From an optimization exercise on the open Yosys and OpenROAD flow, aimed at small area, a short achievable clock period and few clock cycles; shortcuts taken in it are not production practice.
In this exercise RTL edits were held to simulation tests only and were not proved equivalent to the original.
Power and IR drop assume default switching activity.

File: flow/config.mk
export PLATFORM = sky130hd
export DESIGN_NAME = mscc
export DESIGN_NICKNAME = mscc
export VERILOG_FILES = /design/flow/design.v
export SDC_FILE = /design/flow/constraint.sdc
export NUM_CORES = 4
export LEC_CHECK = 0
export CAP_MARGIN = 20
export CORE_MARGIN = 2
export CORE_UTILIZATION = 40
export PLACE_DENSITY = 0.6
export SLEW_MARGIN = 20
File: flow/constraint.sdc
create_clock -name core_clock -period 12.0 [get_ports {clk}]
set_input_delay 2.4000 -clock core_clock [delete_from_list [all_inputs] [get_ports {clk}]]
set_output_delay 2.4000 -clock core_clock [all_outputs]
set_load 0.01 [all_outputs]
File: flow/design.v
module mscc_debounce #(
    parameter [31:0] T = 32'd0
) (
    input  wire        clk,
    input  wire        clear,      
    input  wire        update,     
    input  wire        raw,
    input  wire [31:0] now,
    output reg         level,      
    output wire        level_n,    
    output wire        rise        
);
    reg        pend;
    reg [31:0] since;
    wire [31:0] since_eff = pend ? since : now;
    wire        expired   = (now - since_eff) >= T;
    assign level_n = (raw != level && expired) ? raw : level;
    assign rise    = !level && level_n;
    always @(posedge clk) begin
        if (clear) begin
            level <= 1'b0;
            pend  <= 1'b0;
            since <= 32'd0;
        end else if (update) begin
            if (raw == level) begin
                pend <= 1'b0;
            end else if (expired) begin
                level <= raw;
                pend  <= 1'b0;
            end else if (!pend) begin
                pend  <= 1'b1;
                since <= now;
            end
        end
    end
endmodule
module mscc_unit (
    input  wire        clk,
    input  wire        rst,            
    input  wire [31:0] now,
    input  wire        do_init,
    input  wire        do_estop,
    input  wire        do_start,       
    input  wire        do_stop,        
    input  wire        do_reset_req,   
    input  wire        do_clear_req,   
    input  wire        do_set_amp,
    input  wire [6:0]  amp_val,
    input  wire        do_set_sim,
    input  wire        sim_val,
    input  wire        do_inject,
    input  wire [4:0]  inj_val,
    input  wire        do_force,
    input  wire [2:0]  force_val,      
    input  wire        do_update,      
    input  wire        comm_lost,      
    input  wire        iso_stop,       
    input  wire        freq_we,        
    input  wire [15:0] freq_pulses,
    input  wire [15:0] freq_window,
    input  wire [3:0]  phys_bits,
    input  wire [15:0] phys_power,
    input  wire [3:0]  sim_bits,
    input  wire [15:0] sim_power,
    output reg  [2:0]  state,
    output reg  [4:0]  faults,
    output reg  [2:0]  pending,
    output reg         pulse,
    output reg         running,
    output reg         locked,
    output reg         comm_ok,
    output reg         sim,
    output reg         start_out,
    output reg         reset_out,
    output reg  [6:0]  amp,
    output reg  [15:0] power,
    output reg  [15:0] fq_pulses,      
    output reg  [15:0] fq_window,
    output reg  [15:0] start_count,
    output reg  [15:0] fault_count,
    output wire        start_ok,       
    output wire        stop_ok,        
    output wire        reset_ok,       
    output wire        clear_ok,       
    output wire        safe,
    output wire [15:0] status_word,
    output wire [2:0]  upd_state,
    output wire [4:0]  upd_faults,
    output wire        upd_running
);
    localparam [2:0] U_IDLE = 3'd0, U_STARTING = 3'd1, U_RUNNING = 3'd2,
                     U_STOPPING = 3'd3, U_FAULT = 3'd4, U_UNKNOWN = 3'd5;
    localparam [2:0] P_NONE = 3'd0, P_START = 3'd1, P_STOP = 3'd2,
                     P_RESET = 3'd3, P_CLEAR = 3'd4;
    localparam [31:0] T_START_DELAY = 32'd100;
    localparam [31:0] T_STOP_SETTLE = 32'd100;
    localparam [31:0] T_RESET_PULSE = 32'd50;
    localparam [6:0]  AMP_RESET     = 7'd20;
    reg [31:0] t_state;
    reg [4:0]  inj;
    assign start_ok = (state == U_IDLE) && (faults == 5'd0) &&
                      (pending == P_NONE || pending == P_START);
    assign stop_ok  = ((state == U_STARTING || state == U_RUNNING) &&
                       (pending == P_NONE || pending == P_STOP)) ||
                      (state == U_IDLE && pending == P_START);
    wire [4:0] lvl;       
    wire [4:0] lvl_n;     
    wire [4:0] rise;
    assign reset_ok = (state == U_FAULT) && (faults == 5'b00001) && !lvl[0] &&
                      !pulse && (pending == P_NONE || pending == P_RESET);
    assign clear_ok = (state == U_FAULT) && !pulse &&
                      (pending == P_NONE || pending == P_CLEAR) &&
                      (faults == 5'd0 || (faults & 5'b11110) != 5'd0) &&
                      ((faults & lvl) == 5'd0);
    assign safe = (state == U_IDLE || state == U_FAULT) && !start_out && !reset_out;
    assign status_word = {(pending != P_NONE) || pulse, safe, reset_out, start_out,
                          sim, comm_ok, locked, running, faults, state};
    wire [3:0]  s_bits  = sim ? sim_bits  : phys_bits;
    wire [15:0] s_power = sim ? sim_power : phys_power;
    wire s_ovl  = s_bits[0];
    wire s_lock = s_bits[1];
    wire s_hw   = s_bits[2];
    wire s_wd   = s_bits[3];
    wire [4:0] raw = {s_wd, s_hw, comm_lost, (state == U_RUNNING) && !s_lock, s_ovl};
    wire       deb_clear = rst || do_init;
    mscc_debounce #(.T(32'd50)) deb_ovl (.clk(clk), .clear(deb_clear), .update(do_update),
        .raw(raw[0]), .now(now), .level(lvl[0]), .level_n(lvl_n[0]), .rise(rise[0]));
    mscc_debounce #(.T(32'd50)) deb_ful (.clk(clk), .clear(deb_clear), .update(do_update),
        .raw(raw[1]), .now(now), .level(lvl[1]), .level_n(lvl_n[1]), .rise(rise[1]));
    mscc_debounce #(.T(32'd0))  deb_comm (.clk(clk), .clear(deb_clear), .update(do_update),
        .raw(raw[2]), .now(now), .level(lvl[2]), .level_n(lvl_n[2]), .rise(rise[2]));
    mscc_debounce #(.T(32'd0))  deb_hw (.clk(clk), .clear(deb_clear), .update(do_update),
        .raw(raw[3]), .now(now), .level(lvl[3]), .level_n(lvl_n[3]), .rise(rise[3]));
    mscc_debounce #(.T(32'd0))  deb_wd (.clk(clk), .clear(deb_clear), .update(do_update),
        .raw(raw[4]), .now(now), .level(lvl[4]), .level_n(lvl_n[4]), .rise(rise[4]));
    wire [4:0]  new_f   = (rise | inj) & ~faults;
    wire [4:0]  faults1 = faults | new_f;
    wire [2:0]  new_cnt = {2'b00, new_f[0]} + {2'b00, new_f[1]} + {2'b00, new_f[2]} +
                          {2'b00, new_f[3]} + {2'b00, new_f[4]};
    wire [31:0] elapsed = now - t_state;
    wire        all_clear = (faults1 & lvl_n) == 5'd0;
    reg [2:0]  n_state;
    reg [4:0]  n_faults;
    reg [2:0]  n_pending;
    reg        n_pulse, n_running, n_start_out, n_reset_out;
    reg [31:0] n_t_state;
    reg [15:0] n_start_count;
    always @* begin
        n_state       = state;
        n_faults      = faults1;
        n_pending     = pending;
        n_pulse       = pulse;
        n_running     = running;
        n_start_out   = start_out;
        n_reset_out   = reset_out;
        n_t_state     = t_state;
        n_start_count = start_count;
        if (state == U_UNKNOWN || (faults1 != 5'd0 && state != U_FAULT)) begin
            n_state     = U_FAULT;
            n_start_out = 1'b0;
            n_reset_out = 1'b0;
            n_pulse     = 1'b0;
            n_running   = 1'b0;
            n_pending   = P_NONE;
            n_t_state   = now;
        end else begin
            case (state)
                U_FAULT: begin
                    if (pulse) begin
                        if (elapsed >= T_RESET_PULSE) begin
                            n_pulse     = 1'b0;
                            n_reset_out = 1'b0;
                            if (faults1 == 5'b00001 && !lvl_n[0]) begin
                                n_faults  = 5'd0;
                                n_state   = U_IDLE;
                                n_t_state = now;
                            end
                        end
                    end else if (pending == P_RESET) begin
                        n_pending = P_NONE;
                        if (faults1 == 5'b00001 && !lvl_n[0]) begin
                            n_pulse     = 1'b1;
                            n_reset_out = 1'b1;
                            n_t_state   = now;
                        end
                    end else if (pending == P_CLEAR) begin
                        n_pending = P_NONE;
                        if (all_clear) begin
                            n_faults = faults1 & 5'b00001;
                            if ((faults1 & 5'b00001) == 5'd0) begin
                                n_state   = U_IDLE;
                                n_t_state = now;
                            end
                        end
                    end
                end
                U_IDLE: begin
                    if (pending == P_START) begin
                        n_pending     = P_NONE;
                        n_state       = U_STARTING;
                        n_start_out   = 1'b1;
                        n_t_state     = now;
                        n_start_count = start_count + 16'd1;
                    end
                end
                U_STARTING: begin
                    if (pending == P_STOP) begin
                        n_pending   = P_NONE;
                        n_state     = U_STOPPING;
                        n_start_out = 1'b0;
                        n_t_state   = now;
                    end else if (elapsed >= T_START_DELAY) begin
                        n_state   = U_RUNNING;
                        n_running = 1'b1;
                    end
                end
                U_RUNNING: begin
                    if (pending == P_STOP) begin
                        n_pending   = P_NONE;
                        n_state     = U_STOPPING;
                        n_start_out = 1'b0;
                        n_t_state   = now;
                    end
                end
                U_STOPPING: begin
                    if (elapsed >= T_STOP_SETTLE) begin
                        n_state   = U_IDLE;
                        n_running = 1'b0;
                    end
                end
                default: ;
            endcase
        end
    end
    assign upd_state   = n_state;
    assign upd_faults  = n_faults;
    assign upd_running = n_running;
    wire stop_ok_n = ((n_state == U_STARTING || n_state == U_RUNNING) &&
                      (n_pending == P_NONE || n_pending == P_STOP)) ||
                     (n_state == U_IDLE && n_pending == P_START);
    always @(posedge clk) begin
        if (rst || do_init) begin
            state       <= rst ? U_UNKNOWN : U_IDLE;
            faults      <= 5'd0;
            pending     <= P_NONE;
            pulse       <= 1'b0;
            running     <= 1'b0;
            locked      <= 1'b0;
            comm_ok     <= !rst;
            sim         <= 1'b0;
            start_out   <= 1'b0;
            reset_out   <= 1'b0;
            amp         <= AMP_RESET;
            power       <= 16'd0;
            fq_pulses   <= 16'd0;
            fq_window   <= 16'd1;
            start_count <= 16'd0;
            fault_count <= 16'd0;
            t_state     <= rst ? 32'd0 : now;
            inj         <= 5'd0;
        end else begin
            if (do_estop) begin
                start_out <= 1'b0;
                reset_out <= 1'b0;
                pulse     <= 1'b0;
                running   <= 1'b0;
                pending   <= P_NONE;
                state     <= (state == U_FAULT || state == U_UNKNOWN) ? U_FAULT : U_IDLE;
                t_state   <= now;
            end
            if (do_start)
                pending <= P_START;
            if (do_stop && stop_ok)
                pending <= (state == U_IDLE) ? P_NONE : P_STOP;
            if (do_reset_req)
                pending <= P_RESET;
            if (do_clear_req)
                pending <= P_CLEAR;
            if (do_set_amp)
                amp <= amp_val;
            if (do_set_sim)
                sim <= sim_val;
            if (do_inject)
                inj <= inj | inj_val;
            if (do_force) begin
                state     <= force_val;
                pending   <= P_NONE;
                pulse     <= 1'b0;
                reset_out <= 1'b0;
                start_out <= (force_val == U_STARTING || force_val == U_RUNNING);
                running   <= (force_val == U_RUNNING || force_val == U_STOPPING);
                t_state   <= now;
            end
            if (freq_we) begin
                fq_pulses <= freq_pulses;
                fq_window <= freq_window;
            end
            if (do_update) begin
                power       <= s_power;
                locked      <= s_lock;
                comm_ok     <= !comm_lost;
                inj         <= 5'd0;
                fault_count <= fault_count + {13'd0, new_cnt};
                state       <= n_state;
                faults      <= n_faults;
                pending     <= (iso_stop && stop_ok_n) ?
                               ((n_state == U_IDLE) ? P_NONE : P_STOP) : n_pending;
                pulse       <= n_pulse;
                running     <= n_running;
                start_out   <= n_start_out;
                reset_out   <= n_reset_out;
                t_state     <= n_t_state;
                start_count <= n_start_count;
            end
        end
    end
endmodule
module mscc (
    input  wire        clk,
    input  wire        rst_n,             
    input  wire        cmd_valid,
    input  wire [31:0] cmd_word,
    input  wire [31:0] cmd_now,
    input  wire        comm_seen,
    input  wire [3:0]  phys_overload,
    input  wire [3:0]  phys_lock,
    input  wire [3:0]  phys_hw_fault,
    input  wire [3:0]  phys_wd_fault,
    input  wire [63:0] phys_power_raw,
    input  wire [63:0] phys_pulse_count,
    input  wire [63:0] phys_window_ms,
    input  wire [3:0]  sim_overload,
    input  wire [3:0]  sim_lock,
    input  wire [3:0]  sim_hw_fault,
    input  wire [3:0]  sim_wd_fault,
    input  wire [63:0] sim_power_raw,
    input  wire [63:0] sim_pulse_count,
    input  wire [63:0] sim_window_ms,
    output wire        res_valid,
    output wire [31:0] res_word,
    output wire [3:0]  start_out,
    output wire [3:0]  reset_out,
    output wire [7:0]  duty
);
    localparam [7:0] OP_NOP = 8'h00, OP_INIT = 8'h01, OP_TICK = 8'h02, OP_READ_REG = 8'h03,
                     OP_START = 8'h10, OP_STOP = 8'h11, OP_SET_AMP = 8'h12, OP_RESET_OVL = 8'h13,
                     OP_CLEAR_FAULTS = 8'h14, OP_GET_STATUS = 8'h15, OP_IS_SAFE = 8'h16,
                     OP_AMP_BCAST = 8'h17, OP_COORD_START = 8'h20, OP_CONFIRM = 8'h21,
                     OP_COORD_STOP = 8'h22, OP_UNIT_START = 8'h23, OP_UNIT_STOP = 8'h24,
                     OP_REPORT_FAULT = 8'h25, OP_ESTOP = 8'h26, OP_SET_INHIBIT = 8'h27,
                     OP_REARM = 8'h28, OP_SET_SIM = 8'h30, OP_INJECT_FAULT = 8'h31,
                     OP_FORCE_STATE = 8'h32;
    localparam [3:0] R_OK = 4'd0, R_ILLEGAL_OPCODE = 4'd1, R_RESERVED_FIELD = 4'd2,
                     R_BAD_INDEX = 4'd3, R_BAD_VALUE = 4'd4, R_BAD_STATE = 4'd5,
                     R_INHIBITED = 4'd6, R_NOT_INIT = 4'd7, R_LOCKED_OUT = 4'd8;
    localparam [2:0] M_IDLE = 3'd0, M_COORD_START = 3'd1, M_RUNNING = 3'd2,
                     M_ESTOP = 3'd3, M_FAULT_ISO = 3'd4;
    localparam [2:0] U_IDLE = 3'd0, U_STARTING = 3'd1, U_RUNNING = 3'd2,
                     U_STOPPING = 3'd3, U_FAULT = 3'd4, U_UNKNOWN = 3'd5;
    localparam [2:0] P_NONE = 3'd0, P_START = 3'd1, P_STOP = 3'd2,
                     P_RESET = 3'd3, P_CLEAR = 3'd4;
    localparam [31:0] T_COMM_TIMEOUT = 32'd1000;
    localparam [31:0] T_SEQ_TIMEOUT  = 32'd500;
    localparam       S_IDLE = 1'b0, S_DIV = 1'b1;
    localparam integer DK = 4;
    localparam integer DSTEPS = 16 / DK;
    wire rst = !rst_n;
    reg        fsm;
    reg        initialized;
    reg [31:0] last_comm;
    reg        comm_lost;
    reg [7:0]  duty_r;
    reg [7:0]  order;         
    reg [6:0]  bcast;
    reg [2:0]  m_state;
    reg        inhibit;
    reg [3:0]  active, confirmed, faulted, stop_wait;
    reg [31:0] t_start_seq, t_stop_seq;
    reg        lf_valid, lf_timeout;
    reg [1:0]  lf_ch;
    reg [4:0]  lf_mask;
    reg        respond;
    reg [3:0]  r_code;
    reg [15:0] r_val;
    assign res_valid = cmd_valid && respond;
    assign res_word  = {r_val, 12'd0, r_code};
    assign duty      = duty_r;
    wire [11:0]  u_state;
    wire [19:0]  u_faults;
    wire [11:0]  u_pending;
    wire [3:0]   u_pulse, u_running, u_locked, u_comm_ok, u_sim;
    wire [27:0]  u_amp;
    wire [63:0]  u_power;
    wire [63:0]  u_fq_pulses, u_fq_window;
    wire [11:0]  upd_state;
    wire [19:0]  upd_faults;
    wire [3:0]   upd_running;
    wire [63:0]  u_start_count, u_fault_count;
    wire [3:0]   u_start_ok, u_stop_ok, u_reset_ok, u_clear_ok, u_safe;
    wire [63:0]  u_status;
    reg        c_init, c_estop, c_update;
    reg [3:0]  c_start, c_stop, c_reset_req, c_clear_req, c_set_amp, c_set_sim, c_inject, c_force;
    reg [6:0]  c_amp;
    reg [2:0]  c_force_state;
    reg [3:0]  c_freq_we;
    reg        c_iso_stop;
    reg        comm_lost_n;
    genvar gi;
    generate
        for (gi = 0; gi < 4; gi = gi + 1) begin : unit
            mscc_unit u (
                .clk(clk), .rst(rst), .now(cmd_now),
                .do_init(c_init), .do_estop(c_estop),
                .do_start(c_start[gi]), .do_stop(c_stop[gi]),
                .do_reset_req(c_reset_req[gi]), .do_clear_req(c_clear_req[gi]),
                .do_set_amp(c_set_amp[gi]), .amp_val(c_amp),
                .do_set_sim(c_set_sim[gi]), .sim_val(cmd_word[0]),
                .do_inject(c_inject[gi]), .inj_val(cmd_word[4:0]),
                .do_force(c_force[gi]), .force_val(c_force_state),
                .do_update(c_update), .comm_lost(comm_lost_n),
                .iso_stop(c_iso_stop),
                .freq_we(c_freq_we[gi]),
                .freq_pulses(u_sim[gi] ? sim_pulse_count[16*gi +: 16] : phys_pulse_count[16*gi +: 16]),
                .freq_window(u_sim[gi] ? sim_window_ms[16*gi +: 16] : phys_window_ms[16*gi +: 16]),
                .phys_bits({phys_wd_fault[gi], phys_hw_fault[gi], phys_lock[gi], phys_overload[gi]}),
                .phys_power(phys_power_raw[16*gi +: 16]),
                .sim_bits({sim_wd_fault[gi], sim_hw_fault[gi], sim_lock[gi], sim_overload[gi]}),
                .sim_power(sim_power_raw[16*gi +: 16]),
                .state(u_state[3*gi +: 3]), .faults(u_faults[5*gi +: 5]),
                .pending(u_pending[3*gi +: 3]), .pulse(u_pulse[gi]),
                .running(u_running[gi]), .locked(u_locked[gi]), .comm_ok(u_comm_ok[gi]),
                .sim(u_sim[gi]), .start_out(start_out[gi]), .reset_out(reset_out[gi]),
                .amp(u_amp[7*gi +: 7]), .power(u_power[16*gi +: 16]),
                .fq_pulses(u_fq_pulses[16*gi +: 16]), .fq_window(u_fq_window[16*gi +: 16]),
                .start_count(u_start_count[16*gi +: 16]),
                .fault_count(u_fault_count[16*gi +: 16]),
                .start_ok(u_start_ok[gi]), .stop_ok(u_stop_ok[gi]),
                .reset_ok(u_reset_ok[gi]), .clear_ok(u_clear_ok[gi]),
                .safe(u_safe[gi]), .status_word(u_status[16*gi +: 16]),
                .upd_state(upd_state[3*gi +: 3]), .upd_faults(upd_faults[5*gi +: 5]),
                .upd_running(upd_running[gi])
            );
        end
    endgenerate
    reg [15:0] dv_r;           
    reg [15:0] dv_nq;          
    reg [15:0] dv_w;           
    reg        dv_sat;
    reg [1:0]  dv_cnt;
    reg [15:0] dv_r_n, dv_nq_n;
    reg [16:0] dv_shift;
    integer    di;
    always @* begin
        dv_r_n  = dv_r;
        dv_nq_n = dv_nq;
        for (di = 0; di < DK; di = di + 1) begin
            dv_shift = {dv_r_n, dv_nq_n[15]};
            if (dv_shift >= {1'b0, dv_w}) begin
                dv_r_n  = dv_shift[15:0] - dv_w;
                dv_nq_n = {dv_nq_n[14:0], 1'b1};
            end else begin
                dv_r_n  = dv_shift[15:0];
                dv_nq_n = {dv_nq_n[14:0], 1'b0};
            end
        end
    end
    wire [7:0]  op  = cmd_word[31:24];
    wire [3:0]  idx = cmd_word[23:20];
    wire [3:0]  msk = cmd_word[19:16];
    wire [15:0] dat = cmd_word[15:0];
    wire [1:0]  ch  = idx[1:0];
    wire [6:0] amp_clamped = ($signed(dat) < 16'sd20)  ? 7'd20 :
                             ($signed(dat) > 16'sd100) ? 7'd100 : dat[6:0];
    wire fmask_ok = (dat[15:5] == 11'd0) && (dat[4:0] != 5'd0);
    wire [3:0] gate_code = (m_state == M_ESTOP || m_state == M_FAULT_ISO) ? R_LOCKED_OUT :
                           inhibit ? R_INHIBITED : R_OK;
    reg [3:0] is_idle, is_run, is_fault, is_active_state, rearm_ok;
    integer k;
    always @* begin
        for (k = 0; k < 4; k = k + 1) begin
            is_idle[k]         = u_state[3*k +: 3] == U_IDLE;
            is_run[k]          = u_state[3*k +: 3] == U_RUNNING;
            is_fault[k]        = u_state[3*k +: 3] == U_FAULT;
            is_active_state[k] = u_state[3*k +: 3] == U_STARTING ||
                                 u_state[3*k +: 3] == U_RUNNING ||
                                 u_state[3*k +: 3] == U_STOPPING;
            rearm_ok[k]        = is_idle[k] && u_faults[5*k +: 5] == 5'd0 &&
                                 u_pending[3*k +: 3] == P_NONE;
        end
    end
    wire [3:0]  run_mask  = u_running;
    wire [2:0]  run_count = {2'b00, run_mask[0]} + {2'b00, run_mask[1]} +
                            {2'b00, run_mask[2]} + {2'b00, run_mask[3]};
    wire [2:0]  blk_off   = dat[6:4] - 3'd2;
    wire        ch_block  = (dat[15:7] == 9'd0) && (dat[6:4] >= 3'd2) && (dat[6:4] <= 3'd5);
    wire [1:0]  rch       = blk_off[1:0];
    wire [2:0]  rpend     = u_pending[3*rch +: 3];
    wire [15:0] rpulses   = u_fq_pulses[16*rch +: 16];
    wire [15:0] rwindow   = u_fq_window[16*rch +: 16];
    wire [29:0] rprod     = rpulses * 14'd10000;
    reg         reg_hit;
    reg  [15:0] reg_val;
    always @* begin
        reg_hit = 1'b1;
        reg_val = 16'd0;
        if (dat[15:4] == 12'h000) begin
            case (dat[3:0])
                4'h0: reg_val = {13'd0, run_count};
                4'h1: reg_val = {12'd0, run_mask};
                4'h2: reg_val = {13'd0, m_state};
                4'h3: reg_val = {stop_wait, faulted, confirmed, active};
                4'h4: reg_val = {8'd0, duty_r};
                4'h5: reg_val = {lf_valid, lf_timeout, 5'd0, lf_mask, 2'd0, lf_ch};
                4'h6: reg_val = {12'd0, stop_wait != 4'd0, m_state == M_COORD_START,
                                 comm_lost, initialized};
                default: reg_hit = 1'b0;
            endcase
        end else if (dat == 16'h0010) begin
            reg_val = {15'd0, inhibit};
        end else if (dat == 16'h0011) begin
            reg_val = {9'd0, bcast};
        end else if (ch_block) begin
            case (dat[3:0])
                4'h0: reg_val = {12'd0, rpend == P_CLEAR, rpend == P_RESET || u_pulse[rch],
                                 rpend == P_STOP, rpend == P_START};
                4'h1: reg_val = {9'd0, u_amp[7*rch +: 7]};
                4'h2: reg_val = u_power[16*rch +: 16];
                4'h3: reg_val = 16'd0;      
                4'h4: reg_val = {11'd0, u_faults[5*rch +: 5]};
                4'h5: reg_val = {6'd0, rch, u_pulse[rch], u_safe[rch], reset_out[rch],
                                 start_out[rch], u_sim[rch], u_comm_ok[rch], u_locked[rch],
                                 u_running[rch]};
                4'h6: reg_val = {13'd0, u_state[3*rch +: 3]};
                4'h7: reg_val = u_start_count[16*rch +: 16];
                4'h8: reg_val = u_fault_count[16*rch +: 16];
                4'h9: reg_val = u_status[16*rch +: 16];
                default: reg_hit = 1'b0;
            endcase
        end else begin
            reg_hit = 1'b0;
        end
    end
    reg [1:0]  win_ch;
    reg        any_run;
    integer    j;
    always @* begin
        win_ch  = 2'd0;
        any_run = 1'b0;
        for (j = 3; j >= 0; j = j - 1) begin
            if (upd_running[order[2*j +: 2]]) begin
                win_ch  = order[2*j +: 2];
                any_run = 1'b1;
            end
        end
    end
    wire [6:0]  win_amp   = u_amp[7*win_ch +: 7];
    wire [14:0] duty_prod = win_amp * 8'd255;
    wire [14:0] duty_quo  = duty_prod / 15'd100;
    wire [7:0]  duty_arb  = any_run ? duty_quo[7:0] : 8'd0;
    function [7:0] order_front(input [7:0] ord, input [1:0] c);
        reg [1:0] p;
        integer q;
        begin
            p = 2'd0;
            for (q = 0; q < 4; q = q + 1)
                if (ord[2*q +: 2] == c) p = q[1:0];
            order_front[1:0] = c;
            order_front[3:2] = (p >= 2'd1) ? ord[1:0] : ord[3:2];
            order_front[5:4] = (p >= 2'd2) ? ord[3:2] : ord[5:4];
            order_front[7:6] = (p == 2'd3) ? ord[5:4] : ord[7:6];
        end
    endfunction
    reg        n_fsm;
    reg        n_initialized, n_comm_lost;
    reg [31:0] n_last_comm;
    reg [7:0]  n_duty, n_order;
    reg [6:0]  n_bcast;
    reg [2:0]  n_m_state;
    reg        n_inhibit;
    reg [3:0]  n_active, n_confirmed, n_faulted, n_stop_wait;
    reg [31:0] n_t_start_seq, n_t_stop_seq;
    reg        n_lf_valid, n_lf_timeout;
    reg [1:0]  n_lf_ch;
    reg [4:0]  n_lf_mask;
    reg        iso, iso_to;
    reg [3:0]  iso_ch_mask;
    reg [1:0]  iso_ch;
    reg [4:0]  iso_mask;
    reg        op_known, use_idx, use_msk, use_dat, pre_init_ok;
    reg [3:0]  added;
    reg [3:0]  poll, conf1, sw1, stop_msk, up_idle, up_run, up_fault;
    reg [2:0]  st1;
    reg [2:0]  fs;
    integer    i;
    always @* begin
        n_fsm         = fsm;
        r_code        = R_OK;
        r_val         = 16'd0;
        respond       = 1'b0;
        n_initialized = initialized;
        n_comm_lost   = comm_lost;
        n_last_comm   = last_comm;
        n_duty        = duty_r;
        n_order       = order;
        n_bcast       = bcast;
        n_m_state     = m_state;
        n_inhibit     = inhibit;
        n_active      = active;
        n_confirmed   = confirmed;
        n_faulted     = faulted;
        n_stop_wait   = stop_wait;
        n_t_start_seq = t_start_seq;
        n_t_stop_seq  = t_stop_seq;
        n_lf_valid    = lf_valid;
        n_lf_timeout  = lf_timeout;
        n_lf_ch       = lf_ch;
        n_lf_mask     = lf_mask;
        c_init = 1'b0; c_estop = 1'b0; c_update = 1'b0;
        c_start = 4'd0; c_stop = 4'd0; c_reset_req = 4'd0; c_clear_req = 4'd0;
        c_set_amp = 4'd0; c_set_sim = 4'd0; c_inject = 4'd0; c_force = 4'd0;
        c_amp = amp_clamped;
        c_force_state = (dat[2:0] >= 3'd6) ? U_UNKNOWN : dat[2:0];
        c_freq_we = 4'd0;
        c_iso_stop = 1'b0;
        comm_lost_n = comm_lost;
        for (i = 0; i < 4; i = i + 1) begin
            up_idle[i]  = upd_state[3*i +: 3] == U_IDLE;
            up_run[i]   = upd_state[3*i +: 3] == U_RUNNING;
            up_fault[i] = upd_state[3*i +: 3] == U_FAULT;
        end
        iso = 1'b0; iso_to = 1'b0; iso_ch_mask = 4'd0; iso_ch = 2'd0; iso_mask = 5'd0;
        added = 4'd0; poll = 4'd0; conf1 = confirmed; sw1 = stop_wait; st1 = m_state;
        stop_msk = 4'd0; fs = 3'd0;
        op_known = 1'b1; use_idx = 1'b0; use_msk = 1'b0; use_dat = 1'b0;
        case (op)
            OP_NOP, OP_INIT, OP_TICK, OP_ESTOP, OP_REARM: ;
            OP_READ_REG, OP_AMP_BCAST, OP_SET_INHIBIT: use_dat = 1'b1;
            OP_START, OP_STOP, OP_RESET_OVL, OP_CLEAR_FAULTS, OP_GET_STATUS, OP_IS_SAFE,
            OP_CONFIRM, OP_UNIT_START, OP_UNIT_STOP: use_idx = 1'b1;
            OP_SET_AMP, OP_REPORT_FAULT, OP_SET_SIM, OP_INJECT_FAULT, OP_FORCE_STATE: begin
                use_idx = 1'b1;
                use_dat = 1'b1;
            end
            OP_COORD_START, OP_COORD_STOP: use_msk = 1'b1;
            default: op_known = 1'b0;
        endcase
        pre_init_ok = (op == OP_NOP || op == OP_INIT || op == OP_READ_REG ||
                       op == OP_GET_STATUS || op == OP_IS_SAFE);
        case (fsm)
            S_IDLE: if (cmd_valid) begin
                respond = 1'b1;
                if (!op_known)
                    r_code = R_ILLEGAL_OPCODE;
                else if ((!use_idx && idx != 4'd0) || (!use_msk && msk != 4'd0) ||
                         (!use_dat && dat != 16'd0))
                    r_code = R_RESERVED_FIELD;
                else if (!initialized && !pre_init_ok)
                    r_code = R_NOT_INIT;
                else if (use_idx && idx > 4'd3)
                    r_code = R_BAD_INDEX;
                else begin
                    case (op)
                        OP_NOP: ;
                        OP_INIT: begin
                            c_init        = 1'b1;
                            n_initialized = 1'b1;
                            n_last_comm   = cmd_now;
                            n_comm_lost   = 1'b0;
                            n_duty        = 8'd0;
                            n_order       = 8'b11_10_01_00;
                            n_bcast       = 7'd0;
                            n_m_state     = M_IDLE;
                            n_inhibit     = 1'b0;
                            n_active      = 4'd0;
                            n_confirmed   = 4'd0;
                            n_faulted     = 4'd0;
                            n_stop_wait   = 4'd0;
                            n_t_start_seq = cmd_now;
                            n_t_stop_seq  = cmd_now;
                            n_lf_valid    = 1'b0;
                            n_lf_timeout  = 1'b0;
                            n_lf_ch       = 2'd0;
                            n_lf_mask     = 5'd0;
                        end
                        OP_TICK: begin
                            for (i = 0; i < 4; i = i + 1)
                                c_freq_we[i] = (u_sim[i] ? sim_window_ms[16*i +: 16]
                                                         : phys_window_ms[16*i +: 16]) != 16'd0;
                            if (comm_seen) n_last_comm = cmd_now;
                            comm_lost_n = !comm_seen && (cmd_now - last_comm) >= T_COMM_TIMEOUT;
                            n_comm_lost = comm_lost_n;
                            c_update    = 1'b1;
                            n_duty  = duty_arb;
                            if (m_state != M_ESTOP) begin
                                poll = up_fault & ~faulted;
                                if (poll != 4'd0) begin
                                    iso         = 1'b1;
                                    iso_ch_mask = poll;
                                    for (i = 0; i < 4; i = i + 1)
                                        if (poll[i]) iso_ch = i[1:0];
                                    iso_mask = upd_faults[5*iso_ch +: 5];
                                end else if (m_state != M_FAULT_ISO) begin
                                    conf1 = confirmed | (active & up_run);
                                    sw1   = stop_wait & ~up_idle;
                                    n_confirmed = conf1;
                                    n_stop_wait = sw1;
                                    if ((m_state == M_COORD_START || m_state == M_RUNNING) &&
                                        active == 4'd0 && sw1 == 4'd0) begin
                                        n_m_state = M_IDLE;
                                    end else begin
                                        st1 = (m_state == M_COORD_START && conf1 == active) ? M_RUNNING : m_state;
                                        n_m_state = st1;
                                        if (st1 == M_COORD_START && (cmd_now - t_start_seq) >= T_SEQ_TIMEOUT) begin
                                            iso    = 1'b1;
                                            iso_to = 1'b1;
                                        end else if (sw1 != 4'd0 && (cmd_now - t_stop_seq) >= T_SEQ_TIMEOUT) begin
                                            iso    = 1'b1;
                                            iso_to = 1'b1;
                                        end
                                    end
                                end
                            end
                        end
                        OP_READ_REG: begin
                            if (!reg_hit) r_code = R_BAD_VALUE;
                            else if (ch_block && dat[3:0] == 4'h3) begin
                                respond = 1'b0;
                                n_fsm   = S_DIV;
                            end else
                                r_val  = reg_val;
                        end
                        OP_START: begin
                            if (gate_code != R_OK)   r_code = gate_code;
                            else if (!u_start_ok[ch]) r_code = R_BAD_STATE;
                            else                     c_start[ch] = 1'b1;
                        end
                        OP_STOP: begin
                            if (!u_stop_ok[ch]) r_code = R_BAD_STATE;
                            else                c_stop[ch] = 1'b1;
                        end
                        OP_SET_AMP: begin
                            c_set_amp[ch] = 1'b1;
                            n_order       = order_front(order, ch);
                        end
                        OP_RESET_OVL: begin
                            if (!u_reset_ok[ch]) r_code = R_BAD_STATE;
                            else                 c_reset_req[ch] = 1'b1;
                        end
                        OP_CLEAR_FAULTS: begin
                            if (!u_clear_ok[ch]) r_code = R_BAD_STATE;
                            else                 c_clear_req[ch] = 1'b1;
                        end
                        OP_GET_STATUS: r_val = u_status[16*ch +: 16];
                        OP_IS_SAFE:    r_val = {15'd0, u_safe[ch]};
                        OP_AMP_BCAST: begin
                            c_set_amp = 4'b1111;
                            n_order   = 8'b00_01_10_11;
                            n_bcast   = amp_clamped;
                        end
                        OP_COORD_START: begin
                            if (msk == 4'd0)                         r_code = R_BAD_VALUE;
                            else if (gate_code != R_OK)              r_code = gate_code;
                            else if (m_state != M_IDLE)              r_code = R_BAD_STATE;
                            else if ((msk & ~u_start_ok) != 4'd0)    r_code = R_BAD_STATE;
                            else begin
                                c_start       = msk;
                                n_m_state     = M_COORD_START;
                                n_active      = msk;
                                n_confirmed   = 4'd0;
                                n_t_start_seq = cmd_now;
                            end
                        end
                        OP_CONFIRM: begin
                            if (m_state != M_COORD_START || !active[ch] || !is_run[ch])
                                r_code = R_BAD_STATE;
                            else
                                n_confirmed[ch] = 1'b1;
                        end
                        OP_COORD_STOP, OP_UNIT_STOP: begin
                            stop_msk = (op == OP_COORD_STOP) ? msk : (4'b0001 << ch);
                            if (op == OP_COORD_STOP && msk == 4'd0)
                                r_code = R_BAD_VALUE;
                            else if (op == OP_COORD_STOP &&
                                     !(m_state == M_RUNNING || m_state == M_COORD_START))
                                r_code = R_BAD_STATE;
                            else if (op == OP_UNIT_STOP && m_state != M_RUNNING)
                                r_code = R_BAD_STATE;
                            else begin
                                c_stop = stop_msk;
                                added  = stop_msk & is_active_state & ~stop_wait;
                                n_stop_wait = stop_wait | added;
                                n_active    = active & ~stop_msk;
                                n_confirmed = confirmed & ~stop_msk;
                                if (added != 4'd0) n_t_stop_seq = cmd_now;
                            end
                        end
                        OP_UNIT_START: begin
                            if (gate_code != R_OK)          r_code = gate_code;
                            else if (m_state != M_RUNNING)  r_code = R_BAD_STATE;
                            else if (!u_start_ok[ch])       r_code = R_BAD_STATE;
                            else begin
                                c_start[ch]  = 1'b1;
                                n_active[ch] = 1'b1;
                            end
                        end
                        OP_REPORT_FAULT: begin
                            if (!fmask_ok)
                                r_code = R_BAD_VALUE;
                            else if (m_state == M_ESTOP) begin
                                n_faulted[ch] = 1'b1;
                                n_lf_valid    = 1'b1;
                                n_lf_timeout  = 1'b0;
                                n_lf_ch       = ch;
                                n_lf_mask     = dat[4:0];
                            end else begin
                                iso         = 1'b1;
                                iso_ch_mask = 4'b0001 << ch;
                                iso_ch      = ch;
                                iso_mask    = dat[4:0];
                            end
                        end
                        OP_ESTOP: begin
                            c_estop     = 1'b1;
                            n_duty      = 8'd0;
                            n_m_state   = M_ESTOP;
                            n_active    = 4'd0;
                            n_confirmed = 4'd0;
                            n_stop_wait = 4'd0;
                        end
                        OP_SET_INHIBIT: begin
                            if (dat > 16'd1) r_code = R_BAD_VALUE;
                            else             n_inhibit = dat[0];
                        end
                        OP_REARM: begin
                            if (m_state != M_FAULT_ISO || rearm_ok != 4'b1111)
                                r_code = R_BAD_STATE;
                            else begin
                                n_m_state = M_IDLE;
                                n_faulted = 4'd0;
                            end
                        end
                        OP_SET_SIM: begin
                            if (dat > 16'd1) r_code = R_BAD_VALUE;
                            else             c_set_sim[ch] = 1'b1;
                        end
                        OP_INJECT_FAULT: begin
                            if (!fmask_ok) r_code = R_BAD_VALUE;
                            else           c_inject[ch] = 1'b1;
                        end
                        OP_FORCE_STATE: begin
                            fs = c_force_state;
                            if (dat > 16'd7)
                                r_code = R_BAD_VALUE;
                            else if ((fs == U_STARTING || fs == U_RUNNING || fs == U_STOPPING) &&
                                     gate_code != R_OK)
                                r_code = gate_code;
                            else
                                c_force[ch] = 1'b1;
                        end
                        default: ;
                    endcase
                end
            end
            S_DIV: begin
                if (dv_sat) begin
                    respond = 1'b1;
                    r_val   = 16'hFFFF;
                end else if (dv_cnt == 2'd0) begin
                    respond = 1'b1;
                    r_val   = dv_nq_n;
                end
            end
        endcase
        if (iso) begin
            c_iso_stop   = c_update;
            n_m_state    = M_FAULT_ISO;
            n_faulted    = faulted | iso_ch_mask;
            n_lf_valid   = 1'b1;
            n_lf_timeout = iso_to;
            n_lf_ch      = iso_ch;
            n_lf_mask    = iso_mask;
            c_stop       = c_update ? 4'b0000 : 4'b1111;    
            n_active     = 4'd0;
            n_confirmed  = 4'd0;
            n_stop_wait  = 4'd0;
        end
        if (respond) begin
            n_fsm = S_IDLE;
            if (c_update)
                r_val = {1'b0, n_m_state, upd_state};
            if (r_code != R_OK) begin
                r_val = 16'd0;
            end
        end
    end
    always @(posedge clk) begin
        if (rst) begin
            fsm         <= S_IDLE;
            initialized <= 1'b0;
            last_comm   <= 32'd0;
            comm_lost   <= 1'b0;
            duty_r      <= 8'd0;
            order       <= 8'b11_10_01_00;
            bcast       <= 7'd0;
            m_state     <= M_IDLE;
            inhibit     <= 1'b0;
            active      <= 4'd0;
            confirmed   <= 4'd0;
            faulted     <= 4'd0;
            stop_wait   <= 4'd0;
            t_start_seq <= 32'd0;
            t_stop_seq  <= 32'd0;
            lf_valid    <= 1'b0;
            lf_timeout  <= 1'b0;
            lf_ch       <= 2'd0;
            lf_mask     <= 5'd0;
        end else begin
            fsm         <= n_fsm;
            initialized <= n_initialized;
            last_comm   <= n_last_comm;
            comm_lost   <= n_comm_lost;
            duty_r      <= n_duty;
            order       <= n_order;
            bcast       <= n_bcast;
            m_state     <= n_m_state;
            inhibit     <= n_inhibit;
            active      <= n_active;
            confirmed   <= n_confirmed;
            faulted     <= n_faulted;
            stop_wait   <= n_stop_wait;
            t_start_seq <= n_t_start_seq;
            t_stop_seq  <= n_t_stop_seq;
            lf_valid    <= n_lf_valid;
            lf_timeout  <= n_lf_timeout;
            lf_ch       <= n_lf_ch;
            lf_mask     <= n_lf_mask;
            if (fsm == S_IDLE) begin
                dv_r   <= {2'b00, rprod[29:16]};
                dv_nq  <= rprod[15:0];
                dv_w   <= rwindow;
                dv_sat <= {2'b00, rprod[29:16]} >= rwindow;
                dv_cnt <= DSTEPS - 1;
            end else begin
                dv_r   <= dv_r_n;
                dv_nq  <= dv_nq_n;
                dv_cnt <= dv_cnt - 2'd1;
            end
        end
    end
endmodule
File: flow/run.sh
#!/bin/bash
# synth_recipe.tcl (not shown) runs the flow's synth.tcl, then flattens the netlist and writes it again
# the make line also repeats each setting of config.mk as NAME=value (left out here)
make -C /OpenROAD-flow-scripts/flow DESIGN_CONFIG=/design/flow/config.mk WORK_HOME=/design/flow/orfs CLKGATE_MAP_FILE= SYNTH_SCRIPT=/design/flow/synth_recipe.tcl finish
==> run summary <==
## routing by layer
layer | track usage | vias to the layer above
li1 | - | 48000
met1 | 0.4490 | 49220
met2 | 0.5578 | 3418
met3 | 0.05046 | 735
met4 | 0.1404 | 4
met5 | 0 | -
## cells by family (layout without fill, tap and decap cells)
| family | Yosys count | after routing | share of synthesized area |
|---|---|---|---|
| AO/OA/AOI/OAI | 3381 | 3381 | 0.2469 |
| AND/OR/NAND/NOR | 3844 | 3845 | 0.1971 |
| buffers and inverters | 1369 | 4182 | 0.05703 |
| other | 1 | 19 | 0.00004081 |
| multiplexers | 770 | 770 | 0.09590 |
| flip-flops | 1051 | 1051 | 0.2499 |
| adder cells (fa/ha/maj) | 794 | 794 | 0.1151 |
| XOR/XNOR | 394 | 394 | 0.03804 |
## timing repair
item,4_1_cts,5_1_grt
buffers inserted,137,52
pin swaps,139,96
cloned,5,0
resized for setup,223,150
endpoints found under the setup margin,37,39
hold buffers,0,0
## report_power, final
group	switching [W]	internal [W]
combinational	0.00227	0.00224
clock	0.00184	0.00262
sequential	0.0000256	0.00364
total	0.00414	0.00849
## sequential cells by signal (all words and copies together) (netlist names), 16 cells and up
signal,flops
t_start_seq,32
unit.u.fq_window,64
dv_w,16
unit.u.start_count,64
dv_nq,16
unit.u.deb_ovl.since,128
unit.u.inj,20
unit.u.faults,20
unit.u.deb_ful.since,128
t_stop_seq,32
unit.u.fault_count,64
unit.u.fq_pulses,64
dv_r,16
unit.u.amp,28
unit.u.power,64
unit.u.t_state,128
last_comm,32
## Yosys cell counts (68+ instances only)
| cell type | n | area (um2) |
|---|---|---|
| xor2_1 | 184 | 1612 |
| nor3_1 | 309 | 1546 |
| dfxtp_1 | 859 | 17200 |
| mux2_2 | 68 | 765.7 |
| inv_1 | 763 | 2864 |
| nor4_1 | 125 | 782.0 |
| a22o_1 | 150 | 1314 |
| mux2i_1 | 620 | 6206 |
| o21a_1 | 123 | 923.4 |
| a22oi_1 | 105 | 788.3 |
| o21ai_0 | 540 | 2703 |
| nor2b_1 | 104 | 650.6 |
| a21o_1 | 190 | 1426 |
| nand3_1 | 215 | 1076 |
| a211oi_1 | 462 | 3468 |
| ha_1 | 704 | 8808 |
| nand4_1 | 113 | 706.9 |
| mux4_2 | 81 | 1824 |
| edfxtp_1 | 192 | 5766 |
| a31oi_1 | 103 | 644.4 |
| o21bai_1 | 83 | 623.1 |
| nand2b_1 | 158 | 988.5 |
| xnor2_1 | 205 | 1795 |
| and3_1 | 130 | 813.3 |
| a21oi_1 | 882 | 4414 |
| nand2_1 | 787 | 2954 |
| fa_1 | 86 | 1722 |
| or3_1 | 82 | 513.0 |
| nor2_1 | 1514 | 5683 |
| o211ai_1 | 77 | 578.1 |
| clkbuf_1 | 533 | 2001 |
## metrics by stage
| stage | power, W | setup TNS (ns) |
|---|---|---|
| floorplan | 0.005856 | -28.12 |
| detailed placement | 0.007816 | -88.83 |
| global route | 0.01319 | -68.21 |
| CTS | 0.01255 | -51.63 |
| global placement | 0.007759 | -81.27 |
| finish | 0.01264 | -52.96 |
## worst paths after layout
check | start | endpoint | slack, ns | cells after the start
setup / recovery | cmd_now[1] | duty_r[0] | -4.51 | 76
hold / removal | last_comm[6] | last_comm[6] | 0.45 | 2
setup reg to reg | last_comm[1] | duty_r[0] | -3.19 | 76
hold reg to reg | last_comm[6] | last_comm[6] | 0.45 | 2
## placed cells by master (no fill, tap or decap), drive strengths merged, types with 61 or more instances in the layout
cell type	n
a22o	150
nor2b	104
xor2	184
mux4	81
nor2	1516
nand2b	158
o21a	124
and3	130
nand3	216
o21bai	84
clkdlybuf4s50	475
o22ai	63
dfxtp	859
xnor2	209
ha	704
clkbuf	193
or3	83
mux2i	620
o21ai	570
a21oi	887
mux2	69
edfxtp	192
a21o	190
nand2	788
and2	61
o211ai	80
nor4	131
fa	86
nand4	114
a22oi	106
a211oi	464
inv	772
nor3	312
buf	2684
a31oi	103
## area by class of cell
class,instances,area share
Antenna cell,7,0.0001392
Clock buffer,193,0.03142
Clock inverter,61,0.007017
Inverter,767,0.02316
Multi-Input combinational cell,9196,0.5222
Sequential cell,1051,0.1826
Tap cell,3009,0.02991
Timing Repair Buffer,3161,0.2036
## worst max-delay path: cells and delay by family
kind / cells / cell delay [ns]
muxes: 7 / 1.35
and+or+nand+nor: 19 / 3.39
adders and majority gates: 8 / 2.94
AOI/OAI and AO/OA: 28 / 5.46
buffers and inverters: 14 / 1.63
==> run summary <==
run status=finished with violations; SO Viols=negative setup slack; footprint of the multi-input gates=65730 um2; weighted congestion at the end of routability-driven global placement=1.035; most frequent CP cell=buf_6; number of synthesized flops with an enable pin=192; least setup slack across all paths after layout=-4.509 ns; first drt pass iteration count=8; DRC=0; GRT Residual Overflow=0; number of cells produced by synthesis=11600; I/O pin count=533; worst slew slack as a fraction of its limit=0.2220; wire length of the first global-routing pass=617700 um; number of CTS-inserted buffers=139; placeable core area=227900 um2; final cycle utilization of the critical path=1.376; Slew @ Worst Pin=1.158 ns; sum of met2 wire segment lengths after detailed routing=189000 um; setup slack at placement=-6.205 ns; largest fanout on the critical path=6; post-synthesis cell type count=136; Post-synth top flop=dfxtp_1; Max H-tree Level=4; cell total after placement=17000; Clk Latency, worst-skew pair=0.84 ns; routed metal-1 wirelength=179600 um; global-route usage over all layers=0.3413; Slew Limit Fails=0; total placed instance area=118000 um2; average detailed-routed wire length per instance=23.79 um; Power Dens Cells=100.4 nW/um2; initial antenna violation count=11; ratio of routed vias to standard cells=5.812; highest clock rate=60.57 MHz; Syn Std Cell Area=91880 um2; share of synthesized flip-flops with an asynchronous set or reset=0; initial cell density of the core=0.4031; clock-pin slew reported for the worst setup and hold paths after clock tree synthesis=0.06 ns; total detailed-routing wirelength=415000 um; total of flip-flops plus latches after synthesis=1051; antenna-violating nets left=0; worst clock skew on the final layout=0.04153 ns; vias in the first global route=98670; met3 routed wirelength=26350 um; Layout Cells excl Fill=17450; leakage dissipation=52.45 nW; Row Count=175; Syn. warnings=4; CP max-delay cell=or4b_4; number of failing hold endpoints at the final stage=0; Root Buffer Master=clkbuf_16; nets=15590; Total Die Area=233500 um2; width of the die=483.3 um; largest net degree at the start of global routing=168; count of maximum capacitance violations=0; largest stage delay on the critical path=0.56 ns; Final Instance Area=125900 um2; placed wire-length estimate=322900 um; FF+latch area=22990 um2; via count=101400; startpoint type of the worst setup path=primary input; RSZ-0062 raised after global routing=true; Peak supply drop=0.1346 mV; Arr. time, crit path=17.24 ns; sequential cell area fraction in the yosys report=0.2499; filler cell count in the final layout=21270; Top Layer Used=met5; Area Overhead vs Synth=37.01%; type of the most critical hold path=flip-flop to flip-flop; clock buffer depth=3; CTS tree=yes; final core occ=0.5523; die height=483.3 um; path type of the worst setup path=primary input to flip-flop; final setup violating endpoints=30; post-synthesis area per instance=7.918 um2; count of buffers inserted at the top-level ports=520; critical path capture point type=flip-flop; CTS Sinks=1051; final critical-path required period=16.51 ns; Worst Path Required=12.73 ns; Worst Hold Slack=0.4536 ns; Iter 0 DRT Violations=8464; share of cells above drive strength 1=0.2434
Testbench counts, summed over its fixed seeds: cycles 24,728.

==> afterwards: timing with drivers on the ports <==
No port has a modelled driver above. Below, the same layout with a new extraction and two added sets of constraints.
Step 1 (the two cells are an assumption about what drives the block):
set clk [get_ports {clk}]
set_driving_cell -lib_cell sky130_fd_sc_hd__clkbuf_16 $clk
set_driving_cell -lib_cell sky130_fd_sc_hd__buf_2 [delete_from_list [all_inputs] $clk]
Step 2 moves the port delays by t, midway between the first and last clock arrival at a register: inputs arrive t later, outputs are due t later. That takes back most of the time a late clock gives input paths.
a / b / c = ideal / step 1 / step 2; a / b = the first two.
t (ns): 0.906
setup slack, ns: -4.509 / -4.442 / -5.348
worst data-port slew with drivers (ns): 0.18
The setup slack of this run moves by +0.067 ns with the drivers and by -0.839 ns with both steps.
